Source: an optimization exercise on an open RTL-to-GDS flow (aim: small area, a short achievable clock period and few clock cycles). Production flows keep margins and buffers that such runs may drop. Function was not checked in any run shown here: the RTL went through the layout flow alone. Power figures rest on the tool's default switching activity, not on a simulated workload.

**flow/config.mk**
```make
export PLATFORM = sky130hd
export DESIGN_NAME = x86rs_mmu
export DESIGN_NICKNAME = x86rs_mmu
export VERILOG_FILES = /design/flow/design.v
export SDC_FILE = /design/flow/constraint.sdc
export NUM_CORES = 4
export LEC_CHECK = 0
export ABC_CLOCK_PERIOD_IN_PS = 3000
export CAP_MARGIN = 20
export CORE_MARGIN = 2
export CORE_UTILIZATION = 40
export SETUP_SLACK_MARGIN = 5
export SLEW_MARGIN = 20
```
**flow/constraint.sdc**
```tcl
create_clock -name core_clock -period 8.0 [get_ports {clk}]
set_input_delay 1.6000 -clock core_clock [delete_from_list [all_inputs] [get_ports {clk}]]
set_output_delay 1.6000 -clock core_clock [all_outputs]
set_load 0.01 [all_outputs]
```
**flow/design.v**
```verilog
module x86rs_mmu #(
    parameter NT = 8,       
    parameter N2 = 8        
) (
    input  wire        clk,
    input  wire        rst,             
    input  wire        req_valid,
    output reg         req_ready,
    input  wire [1:0]  req_op,          
    input  wire [1:0]  req_kind,        
    input  wire        req_user,        
    input  wire [63:0] req_opa,
    output reg         resp_valid,
    output reg  [1:0]  resp_status,     
    output reg  [51:0] resp_pa,
    output reg         mem_req,
    output reg  [51:3] mem_addr,
    input  wire        mem_gnt,
    input  wire        mem_rvalid,
    input  wire [63:0] mem_rdata
);
    localparam OP_TRANSLATE = 2'd0;
    localparam OP_WRROOT    = 2'd1;
    localparam OP_INVPG     = 2'd2;
    localparam KIND_FETCH = 2'd0;
    localparam KIND_WRITE = 2'd2;
    localparam RS_OK = 2'd0;
    localparam RS_PF = 2'd1;
    localparam RS_GP = 2'd2;
    localparam IT = (NT > 1) ? $clog2(NT) : 1;
    localparam I2 = (N2 > 1) ? $clog2(N2) : 1;
    function permits;
        input w, u, x;
        input [1:0] kind;
        input user;
        begin
            permits = 1'b1;
            if (user && !u) permits = 1'b0;
            if (kind == KIND_WRITE && !w) permits = 1'b0;
            if (kind == KIND_FETCH && !x) permits = 1'b0;
        end
    endfunction
    reg  [51:12] root;
    reg          mwait;                 
    reg  [1:0]   level;                 
    reg          pw, pu, px;            
    reg  [1:0]   c_kind;
    reg          c_user;
    reg  [47:12] c_la;
    reg  [IT-1:0] c_tvict;              
    reg  [I2-1:0] c_pidx;               
    reg          p2_v    [0:N2-1];
    reg  [47:21] p2_tag  [0:N2-1];
    reg  [51:12] p2_base [0:N2-1];
    reg          p2_w    [0:N2-1];
    reg          p2_u    [0:N2-1];
    reg          p2_x    [0:N2-1];
    reg  [N2-1:0] p_ref;                
    reg          tlb_v   [0:NT-1];
    reg  [I2-1:0] tlb_ptr [0:NT-1];
    reg  [20:12] tlb_idx [0:NT-1];
    reg  [51:12] tlb_pfn [0:NT-1];
    reg          tlb_w   [0:NT-1];
    reg          tlb_u   [0:NT-1];
    reg          tlb_x   [0:NT-1];
    reg  [NT-1:0] t_ref;                
    wire req_canonical = (req_opa[63:47] == {17{1'b0}}) || (req_opa[63:47] == {17{1'b1}});
    reg  [N2-1:0] p_hitv;
    reg  [51:12]  p_base;
    reg           p_w, p_u, p_x;
    reg  [I2-1:0] p_hidx;
    reg  [I2-1:0] p_vict;
    reg  [NT-1:0] t_hitv;
    reg  [51:12]  t_pfn;
    reg           t_w, t_u, t_x;
    reg  [IT-1:0] t_vict;
    integer       i;
    always @* begin
        p_base = 40'd0; p_w = 1'b0; p_u = 1'b0; p_x = 1'b0;
        p_hidx = {I2{1'b0}};
        p_vict = {I2{1'b0}};
        for (i = N2 - 1; i >= 0; i = i - 1) begin
            p_hitv[i] = p2_v[i] && p2_tag[i] == req_opa[47:21];
            if (p_hitv[i]) begin
                p_base = p_base | p2_base[i];
                p_w = p_w | p2_w[i];
                p_u = p_u | p2_u[i];
                p_x = p_x | p2_x[i];
                p_hidx = p_hidx | i[I2-1:0];
            end
            if (!(p2_v[i] && p_ref[i])) p_vict = i[I2-1:0];
        end
        t_pfn = 40'd0; t_w = 1'b0; t_u = 1'b0; t_x = 1'b0;
        t_vict = {IT{1'b0}};
        for (i = NT - 1; i >= 0; i = i - 1) begin
            t_hitv[i] = tlb_v[i] && p_hitv[tlb_ptr[i]] && tlb_idx[i] == req_opa[20:12];
            if (t_hitv[i]) begin
                t_pfn = t_pfn | tlb_pfn[i];
                t_w = t_w | tlb_w[i];
                t_u = t_u | tlb_u[i];
                t_x = t_x | tlb_x[i];
            end
            if (!(tlb_v[i] && t_ref[i])) t_vict = i[IT-1:0];
        end
    end
    wire t_hit = |t_hitv;
    wire p_hit = |p_hitv;
    reg [8:0] nidx;
    always @* begin
        case (level)
            2'd3:    nidx = c_la[38:30];
            2'd2:    nidx = c_la[29:21];
            default: nidx = c_la[20:12];
        endcase
    end
    wire nw = pw & mem_rdata[1];
    wire nu = pu & mem_rdata[2];
    wire nx = px & ~mem_rdata[63];
    wire [NT-1:0] t_fill = {{(NT-1){1'b0}}, 1'b1} << c_tvict;
    wire [N2-1:0] p_fill = {{(N2-1){1'b0}}, 1'b1} << c_pidx;
    wire t_load = mwait && level == 2'd0;
    wire p_load = mwait && level == 2'd1;
    always @(posedge clk) begin
        if (req_ready) begin
            c_kind  <= req_kind;
            c_user  <= req_user;
            c_la    <= req_opa[47:12];
            c_tvict <= t_vict;
            c_pidx  <= p_hit ? p_hidx : p_vict;
            resp_pa <= {t_pfn, req_opa[11:0]};
            if (p_hit) begin
                level    <= 2'd0;
                mem_addr <= {p_base, req_opa[20:12]};
                pw <= p_w; pu <= p_u; px <= p_x;
            end else begin
                level    <= 2'd3;
                mem_addr <= {root, req_opa[47:39]};
                pw <= 1'b1; pu <= 1'b1; px <= 1'b1;
            end
        end
        if (mwait) begin
            resp_pa[51:12] <= mem_rdata[51:12];
            mem_addr       <= {mem_rdata[51:12], nidx};
        end
        if (mwait && mem_rvalid) begin
            pw    <= nw;
            pu    <= nu;
            px    <= nx;
            if (level != 2'd0) level <= level - 2'd1;
        end
        for (i = 0; i < NT; i = i + 1)
            if (t_load && t_fill[i]) begin
                tlb_ptr[i] <= c_pidx;
                tlb_idx[i] <= c_la[20:12];
                tlb_pfn[i] <= mem_rdata[51:12];
                tlb_w[i]   <= nw;
                tlb_u[i]   <= nu;
                tlb_x[i]   <= nx;
            end
        for (i = 0; i < N2; i = i + 1)
            if (p_load && p_fill[i]) begin
                p2_tag[i]  <= c_la[47:21];
                p2_base[i] <= mem_rdata[51:12];
                p2_w[i]    <= nw;
                p2_u[i]    <= nu;
                p2_x[i]    <= nx;
            end
    end
    always @(posedge clk) begin
        resp_valid <= 1'b0;
        if (rst) begin
            req_ready <= 1'b1;
            mem_req   <= 1'b0;
            mwait     <= 1'b0;
            root      <= 40'd0;
            t_ref     <= {NT{1'b0}};
            p_ref     <= {N2{1'b0}};
            for (i = 0; i < NT; i = i + 1) tlb_v[i] <= 1'b0;
            for (i = 0; i < N2; i = i + 1) p2_v[i] <= 1'b0;
        end else begin
            if (req_ready && req_valid) begin
                case (req_op)
                    OP_WRROOT: begin
                        resp_valid <= 1'b1;
                        if (req_user) begin
                            resp_status <= RS_GP;
                        end else begin
                            resp_status <= RS_OK;
                            root <= req_opa[51:12];
                            for (i = 0; i < NT; i = i + 1) tlb_v[i] <= 1'b0;
                            for (i = 0; i < N2; i = i + 1) p2_v[i] <= 1'b0;
                        end
                    end
                    OP_INVPG: begin
                        resp_valid <= 1'b1;
                        if (req_user) begin
                            resp_status <= RS_GP;
                        end else begin
                            resp_status <= RS_OK;
                            if (req_canonical)
                                for (i = 0; i < NT; i = i + 1)
                                    if (t_hitv[i]) tlb_v[i] <= 1'b0;
                        end
                    end
                    default: begin
                        if (p_hit && req_canonical)
                            p_ref <= ((p_ref | p_hitv) == {N2{1'b1}}) ? p_hitv : (p_ref | p_hitv);
                        if (!req_canonical) begin
                            resp_valid  <= 1'b1;
                            resp_status <= RS_PF;
                        end else if (t_hit) begin
                            resp_valid  <= 1'b1;
                            resp_status <= permits(t_w, t_u, t_x, req_kind, req_user) ? RS_OK : RS_PF;
                            t_ref <= ((t_ref | t_hitv) == {NT{1'b1}}) ? t_hitv : (t_ref | t_hitv);
                        end else begin
                            req_ready <= 1'b0;
                            mem_req   <= 1'b1;
                        end
                    end
                endcase
            end
            if (mem_req && mem_gnt) begin
                mem_req <= 1'b0;
                mwait   <= 1'b1;
            end
            if (mwait && mem_rvalid) begin
                mwait <= 1'b0;
                if (!mem_rdata[0]) begin
                    resp_valid  <= 1'b1;
                    resp_status <= RS_PF;
                    req_ready   <= 1'b1;
                end else if (level != 2'd0) begin
                    mem_req <= 1'b1;
                end else begin
                    resp_valid  <= 1'b1;
                    req_ready   <= 1'b1;
                    resp_status <= permits(nw, nu, nx, c_kind, c_user) ? RS_OK : RS_PF;
                    t_ref <= ((t_ref | t_fill) == {NT{1'b1}}) ? t_fill : (t_ref | t_fill);
                end
                if (level == 2'd0)
                    for (i = 0; i < NT; i = i + 1)
                        if (t_fill[i]) tlb_v[i] <= mem_rdata[0];
                if (level == 2'd1) begin
                    for (i = 0; i < N2; i = i + 1)
                        if (p_fill[i]) p2_v[i] <= mem_rdata[0];
                    for (i = 0; i < NT; i = i + 1)
                        if (tlb_ptr[i] == c_pidx) tlb_v[i] <= 1'b0;
                    if (mem_rdata[0])
                        p_ref <= ((p_ref | p_fill) == {N2{1'b1}}) ? p_fill : (p_ref | p_fill);
                end
            end
        end
    end
endmodule
```
**flow/run.sh**
```bash
#!/bin/bash
# synth_recipe.tcl (not shown) runs the flow's synth.tcl, then flattens the netlist and writes it again
# the make line also repeats each setting of config.mk as NAME=value (left out here)
make -C /OpenROAD-flow-scripts/flow DESIGN_CONFIG=/design/flow/config.mk WORK_HOME=/design/flow/orfs CLKGATE_MAP_FILE= SYNTH_SCRIPT=/design/flow/synth_recipe.tcl finish
```
==> results of run 1 <==
[per-stage QoR]
| step | total power [mW] | cells | utilization | hold WS (ns) | instance area (um^2) |
|---|---|---|---|---|---|
| floorplan | 7.37 | 3252 | - | 0.433 | 49800 |
| global placement | 7.61 | 4993 | 0.441 | 0.442 | 53800 |
| detailed placement | 7.61 | 4993 | 0.441 | 0.448 | 53800 |
| CTS | 13.3 | 5442 | 0.512 | 0.456 | 62500 |
| global route | 13.6 | 5517 | 0.527 | 0.480 | 64400 |
| finish | 13.3 | 5520 | 0.528 | 0.460 | 64400 |
[cell type report]
class / instances / area [um^2] / area share
Tap cell: 1625 / 2030 / 0.0316
Clock buffer: 152 / 3210 / 0.0499
Inverter: 21 / 78.8 / 0.00122
Clock inverter: 74 / 827 / 0.0128
Timing Repair Buffer: 604 / 7220 / 0.112
Antenna cell: 5 / 12.5 / 0.000194
Sequential cell: 1229 / 36100 / 0.561
Multi-Input combinational cell: 1810 / 14900 / 0.231
[metal layers]
metal,routed length [um],vias to the layer above,global-route usage,part of all wire
met4,6270,0,0.0812,0.039
met1,66100,16800,0.345,0.41
li1,-,14000,-,-
met2,75800,1799,0.398,0.47
met5,0,-,0,0
met3,14500,305,0.0439,0.089
[flip-flops by register name, indices dropped and copies added (netlist names), 24 cells and up]
signal,flops
root,40
tlb_pfn,320
c_la,36
p2_base,320
p2_tag,216
mem_addr,49
resp_pa,52
tlb_idx,72
tlb_ptr,24
[logic make-up after synthesis]
family	Yosys count	share of synthesized area
DFF	1229	0.732
xor gates and xnor gates	308	0.0547
AOI/OAI and AO/OA	645	0.0943
muxes	63	0.0141
and+or+nand+nor	785	0.0835
buffers and inverters	220	0.0208
adders and majority gates	2	0.000507
[worst paths after layout]
kind / startpoint / end / cells after the start
worst max-delay path: req_opa[23] / resp_pa[34] / 15
worst max register to register: p2_tag[5][41] / t_ref[5] / 15
worst min register to register: root[39] / root[39] / 2
worst min-delay path: root[39] / root[39] / 2
[timing repair]
| item | CTS | global route |
|---|---|---|
| setup buffers | 185 | 64 |
| gates cloned | 38 | 7 |
| pin swaps | 172 | 121 |
| setup endpoints to repair | 1037 | 258 |
| resized for setup | 962 | 243 |
[where the power goes]
| group | switching [mW] | internal [mW] | total [mW] |
|---|---|---|---|
| clock | 2.47 | 3.30 | 5.78 |
| sequential | 0.0511 | 7.04 | 7.09 |
| combinational | 0.264 | 0.190 | 0.454 |
[worst max-delay path, cell delays in order]
cell	delay, ns
buf_16	0.14
buf_6	0.16
xnor2_1	0.13
nand4_1	0.24
nor3_4	0.12
and2_4	0.19
buf_12	0.13
mux2_4	0.26
o31a_1	0.27
and2_4	0.26
buf_12	0.16
buf_16	0.13
a222oi_1	0.33
nand4_1	0.12
mux2_4	0.28
[cells in the final DEF, fill, tap and decap left out, drive strengths merged, types with 29 or more instances in the layout]
cell type / n
nand2b: 31
a221oi: 49
clkdlybuf4s15: 38
o21ai: 104
xnor2: 286
buf: 439
clkdlybuf4s50: 81
dfxtp: 78
clkbuf: 167
nor3: 41
nor4: 37
nor2: 55
a21oi: 79
edfxtp: 1151
a222oi: 43
o211ai: 32
nand3: 79
mux2: 44
clkinv: 53
nand4: 184
a22oi: 203
a211oi: 29
nand2: 285
==> metrics.cfg, run 1 <==
[logic_synthesis]
yosysUniqueCellTypes = 79
synth_top_area_share = 0.700
synth_ff_type = edfxtp_1
synth_nets = 3392
yosys_warnings = 14
synth_top_area_cell = edfxtp_1
async_flop_share = 0
seq_area_frac_synth = 0.732
avgSynthCellArea_um2 = 15.2
synth_most_common_cell = edfxtp_1
synth_area_um2 = 49300
syn_inst = 3252
synthTopCellsByArea = edfxtp_1 70%, xnor2_1 5.1%, dfxtp_1 3.2%
synth_edf_count = 1151
synth_seq_cells = 1229
synthTopCellsByCount = 1151 x edfxtp_1, 286 x xnor2_1, 285 x nand2_1

[routing]
wire_per_inst_um = 29.5
vias = 32900
vias_per_cell = 5.96
drt-pass1-iter-count = 6
drcViolationCount = 0
wirelength_mm = 163
drt-initial-drc-count = 4478
ant_nets = 0

[critical_path]
worst-endpoint-arrival_ns = 4.55
required_ns = 8.47
critPathKind = input port to flop
r2r_slack_ns = 4.54
critPathMaxFanout = 7
cp-end-kind = flop
critPathLaunchType = input port

[timing]
worstMarginPinSlew_ns = 1.11
slew_headroom = 0.263
fin_crit_sh = 0.510
tns_ns = 0
setup_viol = 0
finalCriticalPeriod_ns = 4.08
rsz0062_at_grt = true
maxSlewViolCount = 0
hold_viol = 0
fmax_ghz = 0.245
worst_slack_ns = 3.92
finalClockSkew_ns = 0.0381

[global_route]
overflow = 0
grt_pass1_wl_mm = 227
antenna_found_initial = 8
grtUsageTotal = 0.249
first_global_vias = 31000
grt_max_degree = 74

[placement]
gp_congestion = 0.907
dpl.hpwl_mm = 87.9
preCtsSetupSlack_ns = 1.49
port_buffers = 223

[clock_network]
cts.sinks = 1229
cts_buffer_depth = 3
clk_pin_slew_ns = 0.06
cts_hold_buf = 0
cts_tree = yes
numCtsBuffers = 120
root_buffer = clkbuf_16
clock_latency_ns = 0.73
htreeDepth = 3

[floorplanning]
die_area_um2 = 126000
die_y_um = 355
core_area_um2 = 122000
rows = 128
start_util = 0.404
pin_count = 244
die-width_um = 355

[cells_and_area]
drive_gt1_frac = 0.277
n_fill_cell = 9742
nets = 3926
areaGrowthSynthToFinish_pct = 30.5

[pwr]
power.leakage_nw = 21.5
p_per_area_nw_per_um2 = 207
ir_drop_mv = 0.218

[status]
outcome = finished clean

[worst_hold_path]
hp-class = flop to flop

[job]
drv_cap = 0

==> inputs of run 2 (changes only) <==
--- a/flow/design.v
+++ b/flow/design.v
@@ -49,6 +49,8 @@
     reg  [47:12] c_la;
     reg  [IT-1:0] c_tvict;              
     reg  [I2-1:0] c_pidx;               
+    reg  [NT-1:0] c_thitv;              
+    reg  [N2-1:0] c_phitv;              
     reg          p2_v    [0:N2-1];
     reg  [47:21] p2_tag  [0:N2-1];
     reg  [51:12] p2_base [0:N2-1];
@@ -57,7 +59,7 @@
     reg          p2_x    [0:N2-1];
     reg  [N2-1:0] p_ref;                
     reg          tlb_v   [0:NT-1];
-    reg  [I2-1:0] tlb_ptr [0:NT-1];
+    reg  [N2-1:0] tlb_ptr [0:NT-1];     
     reg  [20:12] tlb_idx [0:NT-1];
     reg  [51:12] tlb_pfn [0:NT-1];
     reg          tlb_w   [0:NT-1];
@@ -93,7 +95,7 @@
         t_pfn = 40'd0; t_w = 1'b0; t_u = 1'b0; t_x = 1'b0;
         t_vict = {IT{1'b0}};
         for (i = NT - 1; i >= 0; i = i - 1) begin
-            t_hitv[i] = tlb_v[i] && p_hitv[tlb_ptr[i]] && tlb_idx[i] == req_opa[20:12];
+            t_hitv[i] = tlb_v[i] && |(p_hitv & tlb_ptr[i]) && tlb_idx[i] == req_opa[20:12];
             if (t_hitv[i]) begin
                 t_pfn = t_pfn | tlb_pfn[i];
                 t_w = t_w | tlb_w[i];
@@ -127,7 +129,7 @@
             c_la    <= req_opa[47:12];
             c_tvict <= t_vict;
             c_pidx  <= p_hit ? p_hidx : p_vict;
-            resp_pa <= {t_pfn, req_opa[11:0]};
+            resp_pa[11:0] <= req_opa[11:0];
             if (p_hit) begin
                 level    <= 2'd0;
                 mem_addr <= {p_base, req_opa[20:12]};
@@ -138,10 +140,11 @@
                 pw <= 1'b1; pu <= 1'b1; px <= 1'b1;
             end
         end
-        if (mwait) begin
-            resp_pa[51:12] <= mem_rdata[51:12];
-            mem_addr       <= {mem_rdata[51:12], nidx};
-        end
+        if (mwait)
+            mem_addr <= {mem_rdata[51:12], nidx};
+        resp_pa[51:12] <= req_ready ? t_pfn : mem_rdata[51:12];
+        c_thitv <= (req_ready && req_valid && req_op == OP_TRANSLATE) ? t_hitv : {NT{1'b0}};
+        c_phitv <= (req_ready && req_valid && req_op == OP_TRANSLATE) ? p_hitv : {N2{1'b0}};
         if (mwait && mem_rvalid) begin
             pw    <= nw;
             pu    <= nu;
@@ -150,7 +153,7 @@
         end
         for (i = 0; i < NT; i = i + 1)
             if (t_load && t_fill[i]) begin
-                tlb_ptr[i] <= c_pidx;
+                tlb_ptr[i] <= p_fill;
                 tlb_idx[i] <= c_la[20:12];
                 tlb_pfn[i] <= mem_rdata[51:12];
                 tlb_w[i]   <= nw;
@@ -203,15 +206,12 @@
                         end
                     end
                     default: begin
-                        if (p_hit && req_canonical)
-                            p_ref <= ((p_ref | p_hitv) == {N2{1'b1}}) ? p_hitv : (p_ref | p_hitv);
                         if (!req_canonical) begin
                             resp_valid  <= 1'b1;
                             resp_status <= RS_PF;
                         end else if (t_hit) begin
                             resp_valid  <= 1'b1;
                             resp_status <= permits(t_w, t_u, t_x, req_kind, req_user) ? RS_OK : RS_PF;
-                            t_ref <= ((t_ref | t_hitv) == {NT{1'b1}}) ? t_hitv : (t_ref | t_hitv);
                         end else begin
                             req_ready <= 1'b0;
                             mem_req   <= 1'b1;
@@ -219,6 +219,10 @@
                     end
                 endcase
             end
+            if (|c_thitv)
+                t_ref <= ((t_ref | c_thitv) == {NT{1'b1}}) ? c_thitv : (t_ref | c_thitv);
+            if (|c_phitv)
+                p_ref <= ((p_ref | c_phitv) == {N2{1'b1}}) ? c_phitv : (p_ref | c_phitv);
             if (mem_req && mem_gnt) begin
                 mem_req <= 1'b0;
                 mwait   <= 1'b1;
@@ -244,7 +248,7 @@
                     for (i = 0; i < N2; i = i + 1)
                         if (p_fill[i]) p2_v[i] <= mem_rdata[0];
                     for (i = 0; i < NT; i = i + 1)
-                        if (tlb_ptr[i] == c_pidx) tlb_v[i] <= 1'b0;
+                        if (|(tlb_ptr[i] & p_fill)) tlb_v[i] <= 1'b0;
                     if (mem_rdata[0])
                         p_ref <= ((p_ref | p_fill) == {N2{1'b1}}) ? p_fill : (p_ref | p_fill);
                 end
==> metrics.cfg, run 2 <==
[status]
outcome = finished clean  ; unchanged

[timing]
hold_viol = 0  ; unchanged
finalCriticalPeriod_ns = 3.84  ; was 4.08 ns
maxSlewViolCount = 0  ; unchanged
setup_viol = 0  ; unchanged
worst_slack_ns = 4.16  ; was 3.92 ns
fmax_ghz = 0.260  ; was 0.245 GHz
tns_ns = 0  ; unchanged
fin_crit_sh = 0.480  ; was 0.510
slew_headroom = 0.280  ; was 0.263
rsz0062_at_grt = true  ; unchanged
finalClockSkew_ns = 0.0415  ; was 0.0381 ns
worstMarginPinSlew_ns = 1.08  ; was 1.11 ns

[floorplanning]
core_area_um2 = 124000  ; was 122000 um^2
pin_count = 244  ; unchanged
start_util = 0.403  ; was 0.404
die_area_um2 = 128000  ; was 126000 um^2
die_y_um = 357  ; was 355 um
die-width_um = 357  ; was 355 um
rows = 129  ; was 128

[logic_synthesis]
async_flop_share = 0  ; unchanged
synth_top_area_cell = edfxtp_1  ; unchanged
synth_edf_count = 1151  ; unchanged
avgSynthCellArea_um2 = 15.7  ; was 15.2 um^2
synth_ff_type = edfxtp_1  ; unchanged
synth_top_area_share = 0.693  ; was 0.700
synth_nets = 3328  ; was 3392
synth_most_common_cell = edfxtp_1  ; unchanged
synthTopCellsByCount = 1151 x edfxtp_1, 204 x nand2_1, 192 x a21oi_1  ; was 1151 x edfxtp_1, 286 x xnor2_1, 285 x nand2_1
seq_area_frac_synth = 0.746  ; was 0.732
yosys_warnings = 14  ; unchanged
syn_inst = 3187  ; was 3252
synth_seq_cells = 1285  ; was 1229
yosysUniqueCellTypes = 77  ; was 79
synth_area_um2 = 49900  ; was 49300 um^2
synthTopCellsByArea = edfxtp_1 69%, dfxtp_1 5.4%, xnor2_1 2.9%  ; was edfxtp_1 70%, xnor2_1 5.1%, dfxtp_1 3.2%

[clock_network]
numCtsBuffers = 133  ; was 120
cts.sinks = 1285  ; was 1229
clock_latency_ns = 0.77  ; was 0.73 ns
clk_pin_slew_ns = 0.06  ; about the same
cts_hold_buf = 0  ; unchanged
root_buffer = clkbuf_16  ; unchanged
cts_tree = yes  ; unchanged
cts_buffer_depth = 3  ; unchanged
htreeDepth = 4  ; was 3

[cells_and_area]
areaGrowthSynthToFinish_pct = 32.2  ; was 30.5%
n_fill_cell = 9653  ; was 9742
final_cell_mix = 1151 x edfxtp_1, 197 x nand2_1, 149 x buf_4, 147 x xnor2_1, 136 x clkbuf_16  ; was 1151 x edfxtp_1, 267 x nand2_1, 204 x xnor2_1, 188 x buf_4, 184 x nand4_1
layout_commonest_cell = edfxtp_1  ; unchanged
top_regs = p2_base x320, tlb_pfn x320, p2_tag x216  ; unchanged
nets = 3903  ; was 3926
drive_gt1_frac = 0.293  ; was 0.277

[worst_hold_path]
hp-class = flop to flop  ; unchanged
hold_depth = 2  ; unchanged

[routing]
drcViolationCount = 0  ; unchanged
drt-pass1-iter-count = 27  ; was 6
vias = 33500  ; was 32900
vias_per_cell = 6.07  ; was 5.96
wire_per_inst_um = 30.9  ; was 29.5 um
wirelength_mm = 170  ; was 163 mm
drt-initial-drc-count = 4659  ; was 4478
ant_nets = 0  ; unchanged

[global_route]
first_global_vias = 31600  ; was 31000
grtUsageTotal = 0.259  ; was 0.249
overflow = 0  ; unchanged
grt_pass1_wl_mm = 235  ; was 227 mm
antenna_found_initial = 7  ; was 8
grt_max_degree = 73  ; was 74

[critical_path]
critPathMaxFanout = 6  ; was 7
critPathMaxStageDelay_ns = 0.37  ; was 0.33 ns
required_ns = 8.64  ; was 8.47 ns
crit_chain = buf_6 > buf_12 > buf_12 > buf_12 > xor2_4 > nor4_4 > nand4_1 > buf_6 > buf_6 > nor3_4 > nor4_4 > buf_6 > a21oi_4 > buf_12 > buf_12 > buf_16 > a222oi_1 > a41o_1 > o21ai_1  ; was buf_16 > buf_6 > xnor2_1 > nand4_1 > nor3_4 > and2_4 > buf_12 > mux2_4 > o31a_1 > and2_4 > buf_12 > buf_16 > a222oi_1 > nand4_1 > mux2_4
r2r_slack_ns = 4.88  ; was 4.54 ns
r2r_cells = 15  ; unchanged
cp-end-kind = flop  ; unchanged
critPathKind = input port to flop  ; unchanged
cp_common_cell = buf_12
cp_slowest_cell = a222oi_1  ; unchanged
critPathLaunchType = input port  ; unchanged
worst-endpoint-arrival_ns = 4.48  ; was 4.55 ns

[pwr]
p_per_area_nw_per_um2 = 219  ; was 207 nW/um^2
power.leakage_nw = 22.2  ; was 21.5 nW
power_mw = 14.5  ; was 13.3 mW
ir_drop_mv = 0.223  ; was 0.218 mV

[placement]
preCtsSetupSlack_ns = 1.49  ; about the same
port_buffers = 223  ; unchanged
gp_congestion = 0.917  ; was 0.907
dpl.hpwl_mm = 91.0  ; was 87.9 mm

[job]
drv_cap = 0  ; unchanged

==> run 2: cells by family after synthesis <==
family                     Yosys count  synth area share
DFF                               1285             0.746
AOI/OAI and AO/OA                  680             0.100
and+or+nand+nor                    666            0.0739
xor gates and xnor gates           288            0.0506
buffers and inverters              242            0.0235
muxes                               23           0.00466
adders and majority gates            3          0.000752
==> run 2: metrics by stage <==
step	instances	cell area (um^2)	hold slack [ns]	util
floorplan	3187	50200	0.437	-
global placement	4975	54400	0.442	0.439
detailed placement	4975	54400	0.447	0.439
CTS	5454	64500	0.467	0.521
global route	5509	65900	0.495	0.533
finish	5512	65900	0.472	0.533
==> run 2: critical path, delay by kind of cell <==
family	cells	cell delay [ns]
simple gates	4	0.50
buf+inv	10	1.42
compound gates	4	0.74
xor+xnor	1	0.18
==> run 2: repair_timing <==
action	4_1_cts	5_1_grt
resized for setup	1109	207
cloned	40	8
buffers inserted	195	46
endpoints found under the setup margin	915	744
pin swaps	187	144
==> run 2: path summary, 6_finish.rpt <==
path | startpoint | end
worst max-delay path | req_opa[30] | resp_pa[24]
worst min-delay path | root[29] | root[29]
worst max register to register | p2_tag[3][33] | resp_pa[27]
worst min register to register | root[29] | root[29]
==> run 2: layer usage <==
metal / track usage / wire [um] / vias to the layer above
met5: 0 / 42 / -
met4: 0.0899 / 6290 / 6
met3: 0.0516 / 17200 / 350
met2: 0.411 / 79200 / 2100
met1: 0.358 / 67400 / 17100
li1: - / - / 13800
==> run 2: report_power, final <==
part	internal (mW)	switching [mW]	total (mW)	leakage [nW]
Sequential	7.37	0.0866	7.46	11.7
Combinational	0.238	0.382	0.620	8.34
Clock	3.66	2.72	6.38	2.21
==> run 2: cell type report <==
cell class | count | area (um^2) | area share
inverter | 60 | 240 | 0.00364
multi-input combinational | 1672 | 14400 | 0.219
timing repair buffer | 610 | 7430 | 0.113
sequential | 1285 | 37300 | 0.565
clock buffer | 171 | 3590 | 0.0545
tap | 1637 | 2050 | 0.0311
clock inverter | 73 | 930 | 0.0141
antenna | 4 | 10.0 | 0.000152
==> inputs of run 3 (changes only) <==
--- a/flow/config.mk
+++ b/flow/config.mk
@@ -5,9 +5,9 @@
 export SDC_FILE = /design/flow/constraint.sdc
 export NUM_CORES = 4
 export LEC_CHECK = 0
-export ABC_CLOCK_PERIOD_IN_PS = 3000
+export ABC_CLOCK_PERIOD_IN_PS = 3500
 export CAP_MARGIN = 20
 export CORE_MARGIN = 2
 export CORE_UTILIZATION = 40
-export SETUP_SLACK_MARGIN = 5
+export SETUP_SLACK_MARGIN = 4.4
 export SLEW_MARGIN = 20
==> metrics.cfg, run 3 <==
[global_route]
antenna_found_initial = 3  ; was 7
grt_max_degree = 77  ; was 73
grtUsageTotal = 0.246  ; was 0.259
grt_pass1_wl_mm = 224  ; was 235 mm
first_global_vias = 30500  ; was 31600
overflow = 0  ; unchanged

[pwr]
power_mw = 14.4  ; was 14.5 mW
power.leakage_nw = 20.6  ; was 22.2 nW
p_clk_frac = 0.444  ; was 0.441
combPwrFrac = 0.040  ; was 0.043
seqPwrFrac = 0.516  ; about the same
p_int_mw = 11.3  ; about the same
p_per_area_nw_per_um2 = 231  ; was 219 nW/um^2
ir_drop_mv = 0.198  ; was 0.223 mV
p_sw_mw = 3.14  ; was 3.19 mW
netSwitchingFraction = 0.217  ; was 0.221

[cells_and_area]
final_cell_mix = 1151 x edfxtp_1, 201 x nand2_1, 187 x clkdlybuf4s50_1, 175 x a21oi_1, 161 x xnor2_1  ; was 1151 x edfxtp_1, 197 x nand2_1, 149 x buf_4, 147 x xnor2_1, 136 x clkbuf_16
n_fill_cell = 10200  ; was 9653
nets = 3766  ; was 3903
areaGrowthSynthToFinish_pct = 25.2  ; was 32.2%
drive_gt1_frac = 0.193  ; was 0.293
layoutNonFillerInstCount = 5378  ; was 5512
fin_util = 0.505  ; was 0.533
top_regs = p2_base x320, tlb_pfn x320, p2_tag x216  ; unchanged
layout_commonest_cell = edfxtp_1  ; unchanged
final_area_um2 = 62500  ; was 65900 um^2

[critical_path]
crit_chain = buf_8 > buf_12 > xnor2_4 > nand4_1 > nor4_2 > buf_4 > and4_4 > a2111oi_4 > buf_4 > a21boi_4 > buf_12 > buf_16 > buf_6 > a222oi_1 > a41oi_1 > a21o_1  ; was buf_6 > buf_12 > buf_12 > buf_12 > xor2_4 > nor4_4 > nand4_1 > buf_6 > buf_6 > nor3_4 > nor4_4 > buf_6 > a21oi_4 > buf_12 > buf_12 > buf_16 > a222oi_1 > a41o_1 > o21ai_1
critPathKind = input port to flop  ; unchanged
critPathMaxStageDelay_ns = 0.38  ; was 0.37 ns
critPathMaxFanout = 7  ; was 6
cp-end-kind = flop  ; unchanged
r2r_cells = 3  ; was 15
cp_slowest_cell = a222oi_1  ; unchanged
required_ns = 8.64  ; about the same
worst-endpoint-arrival_ns = 4.37  ; was 4.48 ns
critPathLaunchType = input port  ; unchanged

[timing]
worstMarginPinSlew_ns = 1.15  ; was 1.08 ns
whs_ns = 0.460  ; was 0.472 ns
fmax_ghz = 0.268  ; was 0.260 GHz
finalCriticalPeriod_ns = 3.73  ; was 3.84 ns
worst_slack_ns = 4.27  ; was 4.16 ns
maxSlewViolCount = 0  ; unchanged
tns_ns = 0  ; unchanged
finalClockSkew_ns = 0.0530  ; was 0.0415 ns
hold_viol = 0  ; unchanged
slew_headroom = 0.233  ; was 0.280
rsz0062_at_grt = true  ; unchanged
setup_viol = 0  ; unchanged
fin_crit_sh = 0.466  ; was 0.480

[placement]
dp_cells = 4961  ; was 4975
preCtsSetupSlack_ns = 1.55  ; was 1.49 ns
dpl.hpwl_mm = 90.6  ; was 91.0 mm
place_area_um2 = 54200  ; was 54400 um^2
port_buffers = 223  ; unchanged
gp_congestion = 0.898  ; was 0.917

[logic_synthesis]
synth_nets = 3328  ; unchanged
synth_area_um2 = 49900  ; unchanged
yosysUniqueCellTypes = 77  ; unchanged
avgSynthCellArea_um2 = 15.7  ; unchanged
synth_top_area_share = 0.693  ; unchanged
synth_ff_type = edfxtp_1  ; unchanged
synth_seq_cells = 1285  ; unchanged
async_flop_share = 0  ; unchanged
synthTopCellsByArea = edfxtp_1 69%, dfxtp_1 5.4%, xnor2_1 2.9%  ; unchanged
synth_top_area_cell = edfxtp_1  ; unchanged
seq_area_frac_synth = 0.746  ; unchanged
synth_most_common_cell = edfxtp_1  ; unchanged
syn_inst = 3187  ; unchanged
synth_edf_count = 1151  ; unchanged
synthTopCellsByCount = 1151 x edfxtp_1, 204 x nand2_1, 192 x a21oi_1  ; unchanged
yosys_warnings = 14  ; unchanged

[clock_network]
clk_pin_slew_ns = 0.06  ; about the same
cts_buffer_depth = 3  ; unchanged
cts.sinks = 1285  ; unchanged
clock_latency_ns = 0.77  ; about the same
cts_tree = yes  ; unchanged
root_buffer = clkbuf_16  ; unchanged
htreeDepth = 4  ; unchanged
numCtsBuffers = 136  ; was 133

[job]
drv_cap = 0  ; unchanged

[routing]
wirelength_met1_mm = 64.4  ; was 67.4 mm
wl_met3_mm = 15.6  ; was 17.2 mm
drt-initial-drc-count = 4524  ; was 4659
wirelength_mm = 162  ; was 170 mm
vias = 32300  ; was 33500
vias_per_cell = 6.00  ; was 6.07
drcViolationCount = 0  ; unchanged
met2_length_mm = 77.1  ; was 79.2 mm
ant_nets = 0  ; unchanged
wire_per_inst_um = 30.1  ; was 30.9 um
drt-pass1-iter-count = 27  ; unchanged
top_layer = met4  ; was met5

[status]
outcome = finished clean  ; unchanged

[worst_hold_path]
hp-class = flop to flop  ; unchanged
hold_depth = 2  ; unchanged

[floorplanning]
rows = 129  ; unchanged
pin_count = 244  ; unchanged
core_area_um2 = 124000  ; unchanged
die_area_um2 = 128000  ; unchanged
die-width_um = 357  ; unchanged
die_y_um = 357  ; unchanged
start_util = 0.403  ; unchanged

==> run 3: cell counts after synthesis <==
No cell type changed its count.
==> run 3: worst paths after layout <==
kind | startpoint | to | slack (ns)
max | req_opa[44] | resp_pa[32] | 4.27
min | root[29] | root[29] | 0.46
max reg2reg | level[1] | p2_base[1][45] | 4.58
min reg2reg | root[29] | root[29] | 0.46
==> run 3: layer usage <==
layer  global-route usage  vias to the layer above
met3               0.0447                      275
met4               0.0775                        0
met2                0.398                     1875
met1                0.338                    16600
met5                    0                        -
li1                     -                    13600
==> run 3: logic make-up after synthesis <==
group	Yosys count	synth area share
compound gates	680	0.100
xor+xnor	288	0.0506
fa+ha+maj	3	0.000752
buf+inv	242	0.0235
flops	1285	0.746
mux	23	0.00466
simple gates	666	0.0739
==> run 3: what timing repair did <==
| action | in CTS | in global routing |
|---|---|---|
| resized for setup | 431 | 129 |
| endpoints found under the setup margin | 124 | 136 |
| pin swaps | 82 | 61 |
| cloned | 15 | 11 |
| hold buffers | 0 | 0 |
| setup buffers | 99 | 38 |
==> run 3: final cells by class <==
| type | count | area [um^2] | area share |
|---|---|---|---|
| clock buffers | 198 | 3850 | 0.0616 |
| flip-flops and latches | 1285 | 37300 | 0.596 |
| multi-input cells | 1661 | 12800 | 0.205 |
| well taps | 1637 | 2050 | 0.0328 |
| inverters | 60 | 225 | 0.00361 |
| clock inverters | 55 | 743 | 0.0119 |
| diodes | 1 | 2.50 | 0.0000401 |
| repair buffers | 481 | 5520 | 0.0884 |
==> run 3: worst max-delay path: cells and delay by family <==
family | cells | cell delay [ns]
buf+inv | 7 | 1.03
simple gates | 3 | 0.44
compound gates | 5 | 1.15
xor+xnor | 1 | 0.13
==> run 3: power groups by stage <==
stage | combinational (mW) | sequential (mW) | clock, mW
2_1_floorplan | 0.196 | 7.56 | 0
3_3_place_gp | 0.523 | 7.59 | 0
3_5_place_dp | 0.527 | 7.59 | 0
6_report | 0.578 | 7.45 | 6.41
4_1_cts | 0.564 | 7.45 | 6.49
5_1_grt | 0.606 | 7.45 | 6.75

==> what the ideal ports hide <==
How much do the figures lean on ideal ports? The routed layouts below were timed once more, with nothing changed but the port constraints. Step 1 sets driving cells, clkbuf_16 on the clock port and buf_2 on the other inputs (assumed; they add their load-dependent delay and slew). Step 2, shift: input delay + t, output delay - t, t = (earliest + latest rising clock arrival at the registers) / 2. This alone moves slack from input paths to output paths. Three values: ideal, step 1, step 2; two values: the first two.
run | shift t [ns] | setup WS [ns] | latest minus earliest clock arrival (ns)
run 1 | 0.779 | 3.919 / 3.917 / 3.138 | 0.046 / 0.046
run 2 | 0.825 | 4.161 / 4.190 / 3.365 | 0.043 / 0.042
run 3 | 0.814 | 4.269 / 4.271 / 3.458 | 0.055 / 0.055
After both steps setup and hold are still met in every run listed. For run 3, which loses most, drivers alone change the setup slack by +0.002 ns; drivers and shift together by -0.811 ns.
